From an optimization exercise on the open Yosys and OpenROAD flow, aimed at small area, a short achievable clock period and few clock cycles per item; shortcuts taken in it are not production practice. Function was checked by simulation only, so behaviour that the tests miss may differ from the original. Power figures rest on the tool's default switching activity, not on a simulated workload.

==> run a <==
==> flow/design.v (excerpt) <==
module ad5934_ctrl (
    input  wire         clk,
    input  wire         rst,           
    input  wire         cmd_valid,
    output wire         cmd_ready,
    input  wire [167:0] cmd,
    output reg          rsp_valid,
    output wire [209:0] rsp,
    output wire         bus_req,
    output wire         bus_we,
    output wire [7:0]   bus_addr,
    output wire [7:0]   bus_wdata,
    input  wire         bus_ack,
    input  wire [7:0]   bus_rdata,
    input  wire         bus_err,
    input  wire [31:0]  poll_budget
);
    localparam [2:0] CTL_IDLE     = 3'd0,
                     CTL_STANDBY  = 3'd1,
                     CTL_INITED   = 3'd2,
                     CTL_SWEEPING = 3'd3,
                     CTL_COMPLETE = 3'd4,
                     CTL_FAULTED  = 3'd5;
    reg        rdy;                  
    reg [2:0]  ctl;
    reg        configured;
    reg        rs_ill;               
    reg        rs_ber;               
    reg        rs_flt;               
    reg        rs_emp;               
    reg        rs_enc;               
    reg        rs_f0, rs_f1, rs_f2;  
    reg        rs_c1, rs_c2;         
    reg        rs_cfg;               
    reg        rs_rmw;               
    reg        rs_rep, rs_inc, rs_cmp;   
    reg        r_sv, r_pv;           
    reg        breq, bwe;
    reg [4:0]  baddr;                
    reg [7:0]  bwdata;
    reg [7:0]  op;
    reg        is_enc, is_cfg, is_poll, is_stby, is_pd, is_init, is_strt;
  ...
==> flow/config.mk <==
export PLATFORM = sky130hd
export DESIGN_NAME = ad5934_ctrl
export DESIGN_NICKNAME = ad5934_ctrl
export VERILOG_FILES = /design/flow/design.v
export SDC_FILE = /design/flow/constraint.sdc
export NUM_CORES = 4
export LEC_CHECK = 0
export CAP_MARGIN = 20
export CORE_MARGIN = 2
export CORE_UTILIZATION = 50
export PLACE_DENSITY = 0.65
export SETUP_SLACK_MARGIN = 4.5
export SLEW_MARGIN = 20
==> flow/constraint.sdc <==
create_clock -name core_clock -period 8.0 [get_ports {clk}]
set_input_delay 1.6000 -clock core_clock [delete_from_list [all_inputs] [get_ports {clk}]]
set_output_delay 1.6000 -clock core_clock [all_outputs]
set_load 0.01 [all_outputs]
standard.sh (not shown) runs the stock make flow with config.mk's settings and CLKGATE_MAP_FILE= SYNTH_SCRIPT=/design/flow/synth_recipe.tcl, a recipe that flattens the netlist after the stock synthesis.
==> flow/flow/run.sh <==
#!/bin/bash
# Standard layout, with the port buffers made of the smallest buffer cell.
set -euo pipefail
bash standard.sh 'BUFFER_PORTS_ARGS=-buffer_cell sky130_fd_sc_hd__buf_1' finish > orfs_make.log 2>&1
==> run b: changes against run a <==
--- a/flow/design.v
+++ b/flow/design.v
@@ -55,13 +55,12 @@
     reg [31:0] Creg;                 
     reg        fA;                   
     reg        chk1, chk2, chk3, ovb, ovfA, ovfB;
     reg        dv_run, dv_sec, pend, cfg_ok, cmp_pend, add_re, add_im;
     reg [4:0]  dv_cnt;
     reg        tof, to_r;
-    reg        x_S, x_fp1, y_C, y_sx, a_cin;
     reg [24:0] p_start, p_inc;
     reg [8:0]  p_ninc;
     reg [15:0] p_rep;
     reg [8:0]  idx;                  
     reg [15:0] cnt;                  
     reg [31:0] sum_re;               
@@ -132,22 +131,25 @@
     wire dv_go   = dv_run && !chk1 && !ovb && (!pend || bus_idle_cfg);
     wire dv_step = dv_go && (dv_cnt != 5'd24);
     wire dv_rein = dv_go && (dv_cnt == 5'd24) && !dv_sec;
     wire c_clr  = rs_rmw && (is_stby || is_pd || is_init);
     wire c_fz   = rs_rmw && is_strt;
     wire c_finc = rs_emp && !to_r;
-    wire [33:0] ax = ({34{x_S}} & {1'b0, S})
-                   | ({34{ovb}} & {2'b00, pf[24:0], Creg[31:25]})
-                   | ({34{x_fp1}} & {2'b00, fp1})
+    wire m_div = dv_run && !ovb;                  
+    wire m_sub = m_div || ovb || tof;
+    wire m_cin = m_sub || c_finc;
+    wire [33:0] ax = ({34{m_div}} & {1'b0, S})
+                   | ({34{ovb}} & {2'b00, pf[24:0], Creg[31:25]})     
+                   | ({34{tof || c_finc}} & {2'b00, fp1})              
                    | ({34{add_re}} & {2'b00, sum_re})
                    | ({34{add_im}} & {2'b00, sum_im})
-                   | ({34{rs_inc}} & pf);
-    wire [33:0] ay = ({34{y_C}} & {2'b11, ~Creg})
-                   | ({34{y_sx}} & {{18{Creg[31]}}, Creg[31:16]})
+                   | ({34{rs_inc}} & pf);                              
+    wire [33:0] ay = ({34{m_sub}} & {2'b11, ~Creg})
+                   | ({34{add_re || add_im}} & {{18{Creg[31]}}, Creg[31:16]})
                    | ({34{rs_inc}} & {9'd0, p_inc});
-    wire [34:0] as_c = {ax, a_cin} + {ay, a_cin};
+    wire [34:0] as_c = {ax, m_cin} + {ay, m_cin};
     wire [33:0] as   = as_c[34:1];             
     wire        q;
     wire [32:0] S_it;
     ad5934_freq_encoder u_enc (.rem(S), .diff(as), .nbit(chk1 ? Creg[24] : Q[23]),
                                .qbit(q), .rem_next(S_it));
     wire e_ill = accept && !c_legal;
@@ -155,23 +157,12 @@
     wire e_flt = okk && a_smp && (baddr[1:0] == 2'd3) && p_flt_d;
     wire e_cfg = okk && is_cfg && c_last;
     wire e_wr  = okk && bwe && !is_cfg;           
     wire e_enc = dv_step && is_enc && (dv_cnt == 5'd23);
     wire e_fa  = chk2 && is_enc && ovfA;
     wire c_bad = chk3 && (ovfA || ovfB || (sum_im[11:10] == 2'b10) || (cnt == 16'd0));
-    wire e_wr_inc = e_wr && is_poll && p_inc_d;
-    wire dv_run_d = !rst && !berr && !(e_fa || c_bad) && !rsp_valid
-                    && (accept ? (c_legal && c_div) : dv_run);
-    wire tof_d    = !rst && (accept ? (c_legal && (cop == 8'h20)) : (tof && !ack));
-    wire ovb_d    = !rst && chk1 && is_cfg;
-    wire add_re_d = !rst && okk && a_smp && (baddr[1:0] == 2'd1);
-    wire add_im_d = !rst && okk && a_smp && (baddr[1:0] == 2'd3);
-    wire to_r_d   = tof ? !as[33] : to_r;     
-    wire finc_d   = !rst && e_emp && !to_r_d;
-    wire x_S_d    = dv_run_d && !ovb_d;
-    wire y_C_d    = x_S_d || ovb_d || tof_d;
     always @(posedge clk) begin
         rsp_valid <= e_ill || berr || e_emp || e_flt || e_cfg || e_wr || e_enc || e_fa
                      || c_bad || cmp_pend;
         rs_ill <= e_ill;
         rs_ber <= berr;
         rs_flt <= e_flt;
@@ -186,32 +177,28 @@
         rs_rmw <= e_wr && !is_poll;
         rs_rep <= e_wr && is_poll && !p_inc_d;
         rs_inc <= e_wr && is_poll && p_inc_d;
         rs_cmp <= cmp_pend;
         r_sv   <= (e_wr && is_poll) || cmp_pend;
         r_pv   <= (e_wr && is_poll && p_inc_d) || cmp_pend;
-        add_re   <= add_re_d;
-        add_im   <= add_im_d;
+        add_re   <= 1'b0;
+        add_im   <= 1'b0;
         chk1     <= 1'b0;
         chk2     <= chk1;
         chk3     <= chk2 && is_cfg;
-        ovb      <= ovb_d;
-        dv_run   <= dv_run_d;
-        tof      <= tof_d;
-        to_r     <= to_r_d;
-        x_S      <= x_S_d;
-        x_fp1    <= tof_d || finc_d;
-        y_C      <= y_C_d;
-        y_sx     <= add_re_d || add_im_d;
-        a_cin    <= y_C_d || finc_d;
+        ovb      <= chk1 && is_cfg;
         cmp_pend <= 1'b0;
         fA <= |cmd[39:33];
         if (chk1)
             ovfA <= fA || q;
         if (ovb)
             ovfB <= pf[25] || q;
+        if (tof)
+            to_r <= !as[33];                      
+        if (ack)
+            tof <= 1'b0;
         if (rdy) begin
             op      <= cop;
             is_enc  <= (cop == 8'h01);
             is_cfg  <= (cop == 8'h02);
             is_poll <= (cop == 8'h20);
             is_stby <= (cop == 8'h10);
@@ -235,16 +222,19 @@
                 cnt          <= cmd[151:136];
             end
         end
         if (accept) begin
             rdy    <= 1'b0;
             breq   <= c_legal && c_bus;
+            dv_run <= c_legal && c_div;
             chk1   <= c_legal && c_div;
+            tof    <= c_legal && (cop == 8'h20);
         end
         if (rsp_valid) begin
             rdy    <= 1'b1;
+            dv_run <= 1'b0;
             if (rs_emp && to_r)
                 ctl <= CTL_FAULTED;
             if (c_clr || rs_inc || rs_cmp || rs_rep || c_fz)
                 fp1 <= 32'd1;
             if (c_finc)
                 fp1 <= as[31:0];
@@ -276,12 +266,14 @@
         end
         if (add_im)
             sum_im <= as[31:0];
         if (chk1) begin
             S <= S_it;
         end
+        if (e_fa || c_bad)
+            dv_run <= 1'b0;
         if (chk3 && !c_bad)
             cfg_ok <= 1'b1;
         if (dv_step) begin
             S      <= S_it;
             Q      <= {Q[22:0], q};
             dv_cnt <= dv_cnt + 5'd1;
@@ -326,13 +318,16 @@
                 if (bus_rdata[1])
                     baddr <= 5'h14;
                 else
                     breq <= 1'b0;
             end else if (a_smp) begin
                 baddr <= nb;
+                if (baddr[1:0] == 2'd1)
+                    add_re <= 1'b1;
                 if (baddr[1:0] == 2'd3) begin
+                    add_im <= 1'b1;
                     if (p_cmp_d) begin
                         breq     <= 1'b0;
                         cmp_pend <= 1'b1;
                     end else if (p_flt_d) begin
                         breq <= 1'b0;
                         ctl  <= CTL_FAULTED;
@@ -349,28 +344,34 @@
                 if (is_init) ctl <= CTL_INITED;
                 if (is_strt) ctl <= CTL_SWEEPING;
             end
         end
         if (berr) begin
             breq   <= 1'b0;
+            dv_run <= 1'b0;
             cfg_ok <= 1'b0;
             ctl    <= CTL_FAULTED;
             if (is_cfg) configured <= 1'b0;
         end
         if (rst) begin
             rdy        <= 1'b1;
             rsp_valid  <= 1'b0;
             breq       <= 1'b0;
             ctl        <= CTL_IDLE;
             configured <= 1'b0;
+            dv_run     <= 1'b0;
             chk1       <= 1'b0;
             chk2       <= 1'b0;
             chk3       <= 1'b0;
+            ovb        <= 1'b0;
             pend       <= 1'b0;
             cfg_ok     <= 1'b0;
             cmp_pend   <= 1'b0;
+            add_re     <= 1'b0;
+            add_im     <= 1'b0;
+            tof        <= 1'b0;
             rs_ill <= 1'b0; rs_ber <= 1'b0; rs_flt <= 1'b0; rs_emp <= 1'b0;
             rs_enc <= 1'b0; rs_f0  <= 1'b0; rs_f1  <= 1'b0; rs_f2  <= 1'b0;
             rs_c1  <= 1'b0; rs_c2  <= 1'b0; rs_cfg <= 1'b0; rs_rmw <= 1'b0;
             rs_rep <= 1'b0; rs_inc <= 1'b0; rs_cmp <= 1'b0;
         end
     end
==> flow/config.mk (replaced) <==
export PLATFORM = sky130hd
export DESIGN_NAME = ad5934_ctrl
export DESIGN_NICKNAME = ad5934_ctrl
export VERILOG_FILES = /design/flow/design.v
export SDC_FILE = /design/flow/constraint.sdc
export NUM_CORES = 4
export LEC_CHECK = 0
export CAP_MARGIN = 20
export CORE_MARGIN = 2
export CORE_UTILIZATION = 55
export PLACE_DENSITY = 0.7
export SETUP_SLACK_MARGIN = 4.5
export SLEW_MARGIN = 20
==> run c: changes against run a <==
--- a/flow/design.v
+++ b/flow/design.v
@@ -1,15 +1,17 @@
 module ad5934_freq_encoder (
-    input  wire [32:0] rem,
-    input  wire [33:0] diff,
-    input  wire        nbit,
-    output wire        qbit,
-    output wire [32:0] rem_next
+    input  wire [33:0] rem,          
+    input  wire        nbit,         
+    input  wire [33:0] sum,          
+    output wire [33:0] xop,          
+    output wire        add_clk,      
+    output wire        qbit
 );
-    assign qbit     = ~diff[33];
-    assign rem_next = {(qbit ? diff[31:0] : rem[31:0]), nbit};
+    assign xop     = {rem[32:0], nbit};
+    assign add_clk = rem[33];
+    assign qbit    = ~sum[33];
 endmodule
 module ad5934_ctrl (
     input  wire         clk,
     input  wire         rst,           
     input  wire         cmd_valid,
     output wire         cmd_ready,
@@ -47,21 +49,22 @@
     reg        r_sv, r_pv;           
     reg        breq, bwe;
     reg [4:0]  baddr;                
     reg [7:0]  bwdata;
     reg [7:0]  op;
     reg        is_enc, is_cfg, is_poll, is_stby, is_pd, is_init, is_strt;
-    reg [32:0] S;                    
+    reg [33:0] S;                    
     reg [23:0] Q;                    
     reg [31:0] Creg;                 
     reg        fA;                   
     reg        chk1, chk2, chk3, ovb, ovfA, ovfB;
     reg        dv_run, dv_sec, pend, cfg_ok, cmp_pend, add_re, add_im;
     reg [4:0]  dv_cnt;
     reg        tof, to_r;
-    reg        x_S, x_fp1, y_C, y_sx, a_cin;
+    reg        x_S, x_fp1, y_Cn, y_Cp, y_sx, a_cin;
+    reg        it0b;                 
     reg [24:0] p_start, p_inc;
     reg [8:0]  p_ninc;
     reg [15:0] p_rep;
     reg [8:0]  idx;                  
     reg [15:0] cnt;                  
     reg [31:0] sum_re;               
@@ -85,13 +88,13 @@
             8'h20: begin c_legal = (ctl == CTL_SWEEPING); c_bus = 1'b1; end
             default: c_legal = 1'b0;
         endcase
     end
     wire        accept = rdy && cmd_valid;
     wire [31:0] c_clk  = cmd[1] ? cmd[103:72] : cmd[71:40];    
-    wire [31:0] c_creg = (cop == 8'h20) ? poll_budget : c_clk;
+    wire [31:0] c_creg = cmd[5] ? poll_budget : c_clk;             
     wire ack  = breq && bus_ack;
     wire okk  = ack && !bus_err;
     wire berr = ack && bus_err;
     wire a_st   = (baddr == 5'h0F);      
     wire a_smp  = baddr[4];              
     wire a_rmw  = (baddr[4:1] == 4'd0);  
@@ -102,15 +105,15 @@
     wire p_cmp_d = !p_more && p_done && p_last;
     wire p_flt_d = !p_more && (p_done ^ p_last);
     reg [7:0] rmw_mask, rmw_or;
     always @(*) begin
         rmw_mask = 8'h07;
         case (op)
-            8'h03: begin rmw_mask = 8'hF9; rmw_or = {5'd0, S[8:7], 1'b0}; end    
-            8'h04: begin rmw_mask = 8'hFE; rmw_or = {7'd0, S[7]}; end
-            8'h05: begin rmw_mask = 8'hF7; rmw_or = {4'd0, S[7], 3'd0}; end
+            8'h03: begin rmw_mask = 8'hF9; rmw_or = {5'd0, S[7:6], 1'b0}; end    
+            8'h04: begin rmw_mask = 8'hFE; rmw_or = {7'd0, S[6]}; end
+            8'h05: begin rmw_mask = 8'hF7; rmw_or = {4'd0, S[6], 3'd0}; end
             8'h10: rmw_or = 8'hB0;
             8'h11: rmw_or = 8'hA0;
             8'h12: rmw_or = 8'h10;
             8'h13: rmw_or = 8'h20;
             default: rmw_or = p_inc_d ? 8'h30 : 8'h40;
         endcase
@@ -126,52 +129,58 @@
             2'd0: fixbyte = {7'd0, idx[8]};
             2'd1: fixbyte = idx[7:0];
             2'd2: fixbyte = {4'd0, sum_im[11:8]};
             default: fixbyte = sum_im[7:0];
         endcase
     end
-    wire dv_go   = dv_run && !chk1 && !ovb && (!pend || bus_idle_cfg);
+    wire dv_go   = dv_run && !chk1 && !ovb && !it0b && (!pend || bus_idle_cfg);
     wire dv_step = dv_go && (dv_cnt != 5'd24);
     wire dv_rein = dv_go && (dv_cnt == 5'd24) && !dv_sec;
     wire c_clr  = rs_rmw && (is_stby || is_pd || is_init);
     wire c_fz   = rs_rmw && is_strt;
     wire c_finc = rs_emp && !to_r;
-    wire [33:0] ax = ({34{x_S}} & {1'b0, S})
+    wire        q;
+    wire [33:0] xop;
+    wire        add_clk;
+    wire [33:0] ax = ({34{x_S}} & xop)
                    | ({34{ovb}} & {2'b00, pf[24:0], Creg[31:25]})
                    | ({34{x_fp1}} & {2'b00, fp1})
                    | ({34{add_re}} & {2'b00, sum_re})
                    | ({34{add_im}} & {2'b00, sum_im})
                    | ({34{rs_inc}} & pf);
-    wire [33:0] ay = ({34{y_C}} & {2'b11, ~Creg})
+    wire [33:0] ay = ({34{y_Cn}} & {2'b11, ~Creg})
+                   | ({34{y_Cp}} & {2'b00, Creg})
                    | ({34{y_sx}} & {{18{Creg[31]}}, Creg[31:16]})
                    | ({34{rs_inc}} & {9'd0, p_inc});
     wire [34:0] as_c = {ax, a_cin} + {ay, a_cin};
     wire [33:0] as   = as_c[34:1];             
-    wire        q;
-    wire [32:0] S_it;
-    ad5934_freq_encoder u_enc (.rem(S), .diff(as), .nbit(chk1 ? Creg[24] : Q[23]),
-                               .qbit(q), .rem_next(S_it));
+    ad5934_freq_encoder u_enc (.rem(S), .nbit(Q[23]), .sum(as),
+                               .xop(xop), .add_clk(add_clk), .qbit(q));
     wire e_ill = accept && !c_legal;
     wire e_emp = okk && tof && !bus_rdata[1];
     wire e_flt = okk && a_smp && (baddr[1:0] == 2'd3) && p_flt_d;
     wire e_cfg = okk && is_cfg && c_last;
     wire e_wr  = okk && bwe && !is_cfg;           
     wire e_enc = dv_step && is_enc && (dv_cnt == 5'd23);
     wire e_fa  = chk2 && is_enc && ovfA;
     wire c_bad = chk3 && (ovfA || ovfB || (sum_im[11:10] == 2'b10) || (cnt == 16'd0));
-    wire e_wr_inc = e_wr && is_poll && p_inc_d;
-    wire dv_run_d = !rst && !berr && !(e_fa || c_bad) && !rsp_valid
-                    && (accept ? (c_legal && c_div) : dv_run);
-    wire tof_d    = !rst && (accept ? (c_legal && (cop == 8'h20)) : (tof && !ack));
+    wire dv_run_n = dv_run && !berr && !(e_fa || c_bad) && !rsp_valid;
+    wire tof_n    = tof && !ack && !rsp_valid;
+    wire dv_run_d = !rst && (accept ? (c_legal && c_div) : dv_run_n);
+    wire tof_d    = !rst && (accept ? cmd[5] : tof_n);
     wire ovb_d    = !rst && chk1 && is_cfg;
     wire add_re_d = !rst && okk && a_smp && (baddr[1:0] == 2'd1);
     wire add_im_d = !rst && okk && a_smp && (baddr[1:0] == 2'd3);
     wire to_r_d   = tof ? !as[33] : to_r;     
     wire finc_d   = !rst && e_emp && !to_r_d;
-    wire x_S_d    = dv_run_d && !ovb_d;
-    wire y_C_d    = x_S_d || ovb_d || tof_d;
+    wire x_S_n    = dv_run_n && !ovb_d;
+    wire x_S_d    = !rst && (accept ? !cmd[5] : x_S_n);
+    wire s_step   = chk1 || it0b || dv_step;
+    wire t_d      = s_step ? as[33] : (dv_rein ? 1'b0 : add_clk);    
+    wire y_Cp_d   = !rst && !accept && x_S_n && t_d;
+    wire y_Cn_d   = !rst && (accept || (x_S_n && !t_d) || ovb_d || tof_n);
     always @(posedge clk) begin
         rsp_valid <= e_ill || berr || e_emp || e_flt || e_cfg || e_wr || e_enc || e_fa
                      || c_bad || cmp_pend;
         rs_ill <= e_ill;
         rs_ber <= berr;
         rs_flt <= e_flt;
@@ -197,15 +206,17 @@
         ovb      <= ovb_d;
         dv_run   <= dv_run_d;
         tof      <= tof_d;
         to_r     <= to_r_d;
         x_S      <= x_S_d;
         x_fp1    <= tof_d || finc_d;
-        y_C      <= y_C_d;
+        y_Cn     <= y_Cn_d;
+        y_Cp     <= y_Cp_d;
         y_sx     <= add_re_d || add_im_d;
-        a_cin    <= y_C_d || finc_d;
+        a_cin    <= y_Cn_d || finc_d;
+        it0b     <= dv_rein && !rst;
         cmp_pend <= 1'b0;
         fA <= |cmd[39:33];
         if (chk1)
             ovfA <= fA || q;
         if (ovb)
             ovfB <= pf[25] || q;
@@ -215,17 +226,17 @@
             is_cfg  <= (cop == 8'h02);
             is_poll <= (cop == 8'h20);
             is_stby <= (cop == 8'h10);
             is_pd   <= (cop == 8'h11);
             is_init <= (cop == 8'h12);
             is_strt <= (cop == 8'h13);
-            S      <= {1'b0, cmd[32:8], c_clk[31:25]};
-            Q      <= c_clk[23:0];
+            S      <= {3'b000, cmd[32:8], c_clk[31:26]};
+            Q      <= c_clk[25:2];
             Creg   <= c_creg;
             bwe    <= 1'b0;
-            baddr  <= (cop == 8'h20) ? 5'h0F : {4'd0, (cop == 8'h05) || (cop == 8'h02)};
+            baddr  <= cmd[5] ? 5'h0F : {4'd0, (cmd[2:0] == 3'd5) || ((cmd[2:0] == 3'd2) && !cmd[4])};
             dv_cnt <= 5'd0;
             dv_sec <= 1'b0;
             pend   <= 1'b0;
             cfg_ok <= 1'b0;
             if (ctl_is) begin
                 sum_re[24:0] <= cmd[32:8];
@@ -273,27 +284,28 @@
         if (add_re) begin
             sum_re     <= as[31:0];
             Creg[15:0] <= Creg[31:16];
         end
         if (add_im)
             sum_im <= as[31:0];
-        if (chk1) begin
-            S <= S_it;
+        if (chk1 || it0b) begin
+            S <= as;
+            Q <= {Q[22:0], Creg[1]};
         end
         if (chk3 && !c_bad)
             cfg_ok <= 1'b1;
         if (dv_step) begin
-            S      <= S_it;
+            S      <= as;
             Q      <= {Q[22:0], q};
             dv_cnt <= dv_cnt + 5'd1;
             if (dv_cnt[2:0] == 3'd7 && is_cfg)
                 pend <= 1'b1;
         end
         if (dv_rein) begin
-            S      <= {pf[24:0], Creg[31:24]};
-            Q      <= Creg[23:0];
+            S      <= {3'b000, pf[24:0], Creg[31:26]};
+            Q      <= Creg[25:2];
             dv_cnt <= 5'd0;
             dv_sec <= 1'b1;
         end
         if (take) begin
             breq   <= 1'b1;
             bwe    <= 1'b1;
==> flow/config.mk (replaced) <==
export PLATFORM = sky130hd
export DESIGN_NAME = ad5934_ctrl
export DESIGN_NICKNAME = ad5934_ctrl
export VERILOG_FILES = /design/flow/design.v
export SDC_FILE = /design/flow/constraint.sdc
export NUM_CORES = 4
export LEC_CHECK = 0
export CAP_MARGIN = 20
export CORE_MARGIN = 2
export CORE_UTILIZATION = 60
export CTS_CLUSTER_DIAMETER = 100
export CTS_CLUSTER_SIZE = 20
export PLACE_DENSITY = 0.65
export SETUP_SLACK_MARGIN = 4.4
export SLEW_MARGIN = 20
==> notes <==
The lowest clock power belongs to run c, the highest to run b. Clock skew: run c < run b < run a. Against run a, the global-route usage of run b is higher by 6.4 points. The highest critical path depth belongs to run b, the lowest to run c. Count of clock-buffer cells in the layout, highest first: run a, run b, run c. The highest die area belongs to run a, the lowest to run c. The highest non-clock buffer count belongs to run b, the lowest to run c.
Testbench counts of run a, summed over its fixed seeds: cycles 52,207, commands 4,800.
Testbench counts of run b, summed over its fixed seeds: cycles 52,207, commands 4,800.
Testbench counts of run c, summed over its fixed seeds: cycles 52,357, commands 4,800.

## afterwards: timing with drivers on the ports
In the flow no input, the clock included, has a driving cell. The finished layouts below were timed again as built, in two steps. Step 1, drivers: a clkbuf_16 drives clk and a buf_2 each remaining input, both assumed. Step 2 moves the port delays by t, midway between the first and last clock arrival at a register: inputs arrive t later, outputs are due t later. That takes back most of the time a late clock gives input paths. Slacks: ideal / step 1 / step 2; pairs: ideal / step 1.
run | t (ns) | setup WS [ns] | worst slew at a driven data input, ns
run a | 0.661 | 4.147 / 4.147 / 4.058 | 0.06
run b | 0.669 | 3.892 / 3.892 / 3.892 | 0.07
run c | 0.628 | 4.426 / 4.424 / 3.945 | 0.08
After both steps setup and hold are still met in every run listed. The setup slack of run c, which loses most, moves by -0.002 ns with the drivers and by -0.481 ns with both steps.
